This design comes from an exercise in tuning for small area on the open sky130 flow, not from production work.
At most, simulation tests tie the RTL to the original design; equivalence was not proved.
No activity file was given, so power comes from the tool's default toggle rates.

==> inputs of exp/violet <==
==> flow/design.v (excerpt) <==
module hapcan_node (
    input  wire        clk,
    input  wire        rst,
    input  wire        in_valid,
    input  wire        in_quiet,
    input  wire [7:0]  in_byte,
    output wire        in_ready,
    output wire        out_valid,
    output wire [7:0]  out_byte,
    input  wire        out_ready,
    output wire        diag_valid,
    output wire [3:0]  diag_code,
    output wire [23:0] diag_info
);
clock: 15.0 ns
lec_check: 0
cap_margin: 20
core_margin: 2
core_utilization: 70
place_density: 0.8
slew_margin: 20
standard.sh (not shown) runs the stock make flow with config.mk's settings and CLKGATE_MAP_FILE= SYNTH_SCRIPT=/design/flow/synth_recipe.tcl, a recipe that flattens the netlist after the stock synthesis.
==> flow/flow/run.sh <==
#!/bin/bash
# Layout flow: the standard ORFS flow (standard.sh), with these changes
# in how the layout is made:
#  * synthesis: the standard synthesis script (synth_recipe.tcl, ORFS
#    synth.tcl) maps the logic with an area-oriented ABC script
#    (flow/abc_area.script) instead of ORFS's delay-oriented one, and lets
#    ABC map adders instead of the platform's adder cells. Registers are
#    mapped exactly as in the standard synthesis.
#  * ports are buffered with sky130_fd_sc_hd__buf_1;
#  * clock tree synthesis uses larger sink clusters and no dummy loads.
# Tool output: flow_synth.log and flow.log here, and ORFS's logs under orfs/logs.
set -euo pipefail
here=$(pwd)
rm -rf "$here/scripts_synth"
cp -r "$FLOW_HOME/scripts" "$here/scripts_synth"
cp "$here/flow/abc_area.script" "$here/scripts_synth/abc_speed.script"
SCRIPTS_DIR="$here/scripts_synth" ADDER_MAP_FILE= bash standard.sh synth > flow_synth.log 2>&1
export BUFFER_PORTS_ARGS="-buffer_cell sky130_fd_sc_hd__buf_1"
export CTS_ARGS="-sink_clustering_enable -repair_clock_nets -sink_clustering_size 30 -sink_clustering_max_diameter 60 -dont_use_dummy_load"
bash standard.sh > flow.log 2>&1
==> flow/flow/abc_area.script <==
strash
&get -n
&fraig -x
&put
scorr
dc2
dretime
strash
&get -n
&dch -f
&nf
&put
==> exp/lagoon: changes against exp/violet <==
--- a/flow/design.v
+++ b/flow/design.v
@@ -230,18 +230,20 @@
         if (state == S_CHK) begin
             diag_code = D_FLASH_PROGRAM;
             diag_info = {16'h0010, 2'b00, pos[5:0]};
         end else begin
             diag_code = d_code;
             diag_info = d_info;
         end
     end
-    wire       in_data = (j >= 4'd5) && (j <= 4'd12);
-    wire [2:0] di      = j[2:0] + 3'd3;
+    wire [3:0] last    = rnet ? 4'd14 : 4'd12;
+    wire [3:0] d_first = rnet ? 4'd5 : 4'd3;
+    wire       in_data = (j >= d_first) && (j < d_first + 4'd8);
+    wire [2:0] di      = j[2:0] - d_first[2:0];
     wire       take_o  = (state == S_TX) && out_ready;
     reg [1:0] idk;
     always @(*) begin
         case (tlo[7:4])
         4'h4, 4'h3: idk = 2'd0;
         4'h6, 4'h5: idk = 2'd1;
         4'hC, 4'hB: idk = 2'd2;
         default:    idk = 2'd3;
@@ -294,40 +296,47 @@
         case (rkind)
         R_ADDR:  data_byte = (di == 3'd3 || di == 3'd4 || di == 3'd6 || di == 3'd7) ? 8'hFF : dtop;
         R_DATA:  data_byte = dtop;
         R_ID:    data_byte = id_byte;
         default: data_byte = 8'hFF;
         endcase
     end
     always @(*) begin
-        case (j)
-        4'd0:    out_byte = 8'hAA;
-        4'd1:    out_byte = rtype[15:8];
-        4'd2:    out_byte = rtype[7:0] | 8'h01;
-        4'd3:    out_byte = set_def ? 8'h45 : 8'h05;
-        4'd4:    out_byte = set_def ? 8'h67 : 8'h02;
-        4'd13:   out_byte = fr_sum;
-        4'd14:   out_byte = 8'hA5;
-        default: out_byte = data_byte;
-        endcase
+        if (j == 4'd0)
+            out_byte = 8'hAA;
+        else if (j == 4'd1)
+            out_byte = rtype[15:8];
+        else if (j == 4'd2)
+            out_byte = rtype[7:0] | 8'h01;
+        else if (j == last)
+            out_byte = 8'hA5;
+        else if (j == last - 4'd1)
+            out_byte = fr_sum;
+        else if (in_data)
+            out_byte = data_byte;
+        else if (j == 4'd3)
+            out_byte = set_def ? 8'h45 : 8'h05;
+        else
+            out_byte = set_def ? 8'h67 : 8'h02;
     end
     assign out_valid = (state == S_TX);
     wire dshift = fr_data_en || (chk_on && !chk_bad) || (op_on && !ephase) ||
                   (take_o && in_data);
     wire [7:0] dnew = (state == S_IDLE) ? in_byte :
                       (state == S_OP && !wcmd) ? tap : dtop;
     always @(posedge clk)
         if (dshift)
             dbuf <= {dbuf[55:0], dnew};
-    wire [7:0] addend = (state == S_IDLE) ? in_byte : out_byte;
-    wire       s_clr  = (state == S_IDLE) ? fr_restart : (j == 4'd0);
-    always @(posedge clk)
-        if (fr_rx_en || take_o)
-            fr_sum <= s_clr ? 8'd0 : fr_sum + addend;
+    always @(posedge clk) begin
+        if (fr_rx_en)
+            fr_sum <= fr_restart ? 8'd0 : fr_sum + in_byte;
+        else if (take_o)
+            fr_sum <= (j == 4'd0) ? 8'd0 : fr_sum + out_byte;
+    end
     always @(posedge clk) begin
         if (rst) begin
             state      <= S_IDLE;
             init       <= 1'b1;
             pos        <= 7'd0;
             run        <= 1'b0;
             set_def    <= 1'b0;
             pend_valid <= 1'b0;
@@ -392,18 +401,18 @@
                         run   <= 1'b0;
                         j     <= 4'd0;
                         state <= S_TX;
                     end
                 end
             end
             S_TX: begin
                 if (out_ready) begin
-                    j <= (j == 4'd2 && !rnet) ? 4'd5 : j + 4'd1;
-                    if (j == 4'd14) begin
+                    j <= j + 4'd1;
+                    if (j == last) begin
                         j <= 4'd0;
                         if (rkind == R_ID && idk == 2'd3 && !chunk2)
                             chunk2 <= 1'b1;
                         else
                             state <= S_IDLE;
                     end
                 end
             end
==> flow/run.sh (new file) <==
#!/bin/bash
# synth_recipe.tcl (not shown) runs the flow's synth.tcl, then flattens the netlist and writes it again
# the make line also repeats each setting of config.mk as NAME=value (left out here)
make -C /OpenROAD-flow-scripts/flow DESIGN_CONFIG=/design/flow/config.mk WORK_HOME=/design/flow/orfs CLKGATE_MAP_FILE= SYNTH_SCRIPT=/design/flow/synth_recipe.tcl finish
- CORE_UTILIZATION: 70 -> 40
- PLACE_DENSITY: 0.8 -> not set
removed: flow/flow/run.sh
removed: flow/flow/abc_area.script
removed: flow/standard.sh
==> comparison table <==
| metric | exp/violet | exp/lagoon |
|---|---|---|
| Result of the run | complete, no violations | complete, no violations |
| Clock buffer cells | 41 | 116 |
| Startpoint of the tightest hold check path | u_mem.ring[12] | u_mem.ring[14] |
| Count of distinct cell types in the synthesized netlist | 61 | 82 |
| Total power after layout | 3700 uW | 4568 uW |
| Detailed route wirelength on metal2 | 24.61 mm | 20.77 mm |
| Met1 global-route usage | 40.10% | 20.42% |
| Fraction of synthesized cell area in xor and xnor cells | 0.9317% | 0.9657% |
| Clock network share of area | 4.046% | 9.557% |
| Overall die area | 35050 sq um | 63220 sq um |
| Worst setup margin | 7.907 ns | 6.988 ns |
| Met1 wire length | 20.46 mm | 22.04 mm |
| Number of antenna violations at the first check in global routing | 1 | 0 |
| Share of the synthesized area in compound gates (AO/OA/AOI/OAI) | 7.060% | 7.015% |
| Core Box Area | 33280 sq um | 60470 sq um |
| First-pass iteration count of the detailed router | 8 | 5 |
| Flop-to-flop setup slack | 9.45 ns | 9.30 ns |
| Nets@finish | 1714 | 1843 |
| Depth of the worst register-to-register path | 13 | 17 |
| Max VDD drop | 0.1335 mV | 0.09925 mV |
| Area of the multi-input gates | 3729 sq um | 4523 sq um |
| Static Leakage | 0.009271 uW | 0.01084 uW |
| Estimated wirelength of the detail-placed design | 31.76 mm | 30.20 mm |
| Post-Synth Simple-Gate Area | 7.662% | 7.531% |
| Well-Tap Cells | 448 | 782 |
| Site Rows | 67 | 90 |
| Multi-input logic cell count | 654 | 691 |
For exp/violet, only the layout was checked, not whether the RTL still works.

-- static timing again, ports no longer ideal --
No port has a modelled driver above. Below, the same layouts with a new extraction and two added sets of constraints. Step 1: set_driving_cell puts a clkbuf_16 on clk and a buf_2 on each other input, an assumption about the parent block. Step 2, shift: input delay + t, output delay - t, t = (earliest + latest rising clock arrival at the registers) / 2. This alone moves slack from input paths to output paths. a / b / c = ideal ports / drivers / drivers and shift; a / b = the first two.
run | shift t [ns] | setup slack, ns | hold WS [ns] | worst register clock-pin slew, ns | worst data-port slew with drivers (ns)
exp/violet | 0.619 | 7.907 / 7.847 / 7.984 | 0.310 / 0.310 / 0.310 | 0.11 / 0.11 | 0.03
exp/lagoon | 0.663 | 6.988 / 6.936 / 6.992 | 0.307 / 0.307 / 0.307 | 0.06 / 0.06 | 0.03
After both steps every run listed still meets setup and hold.
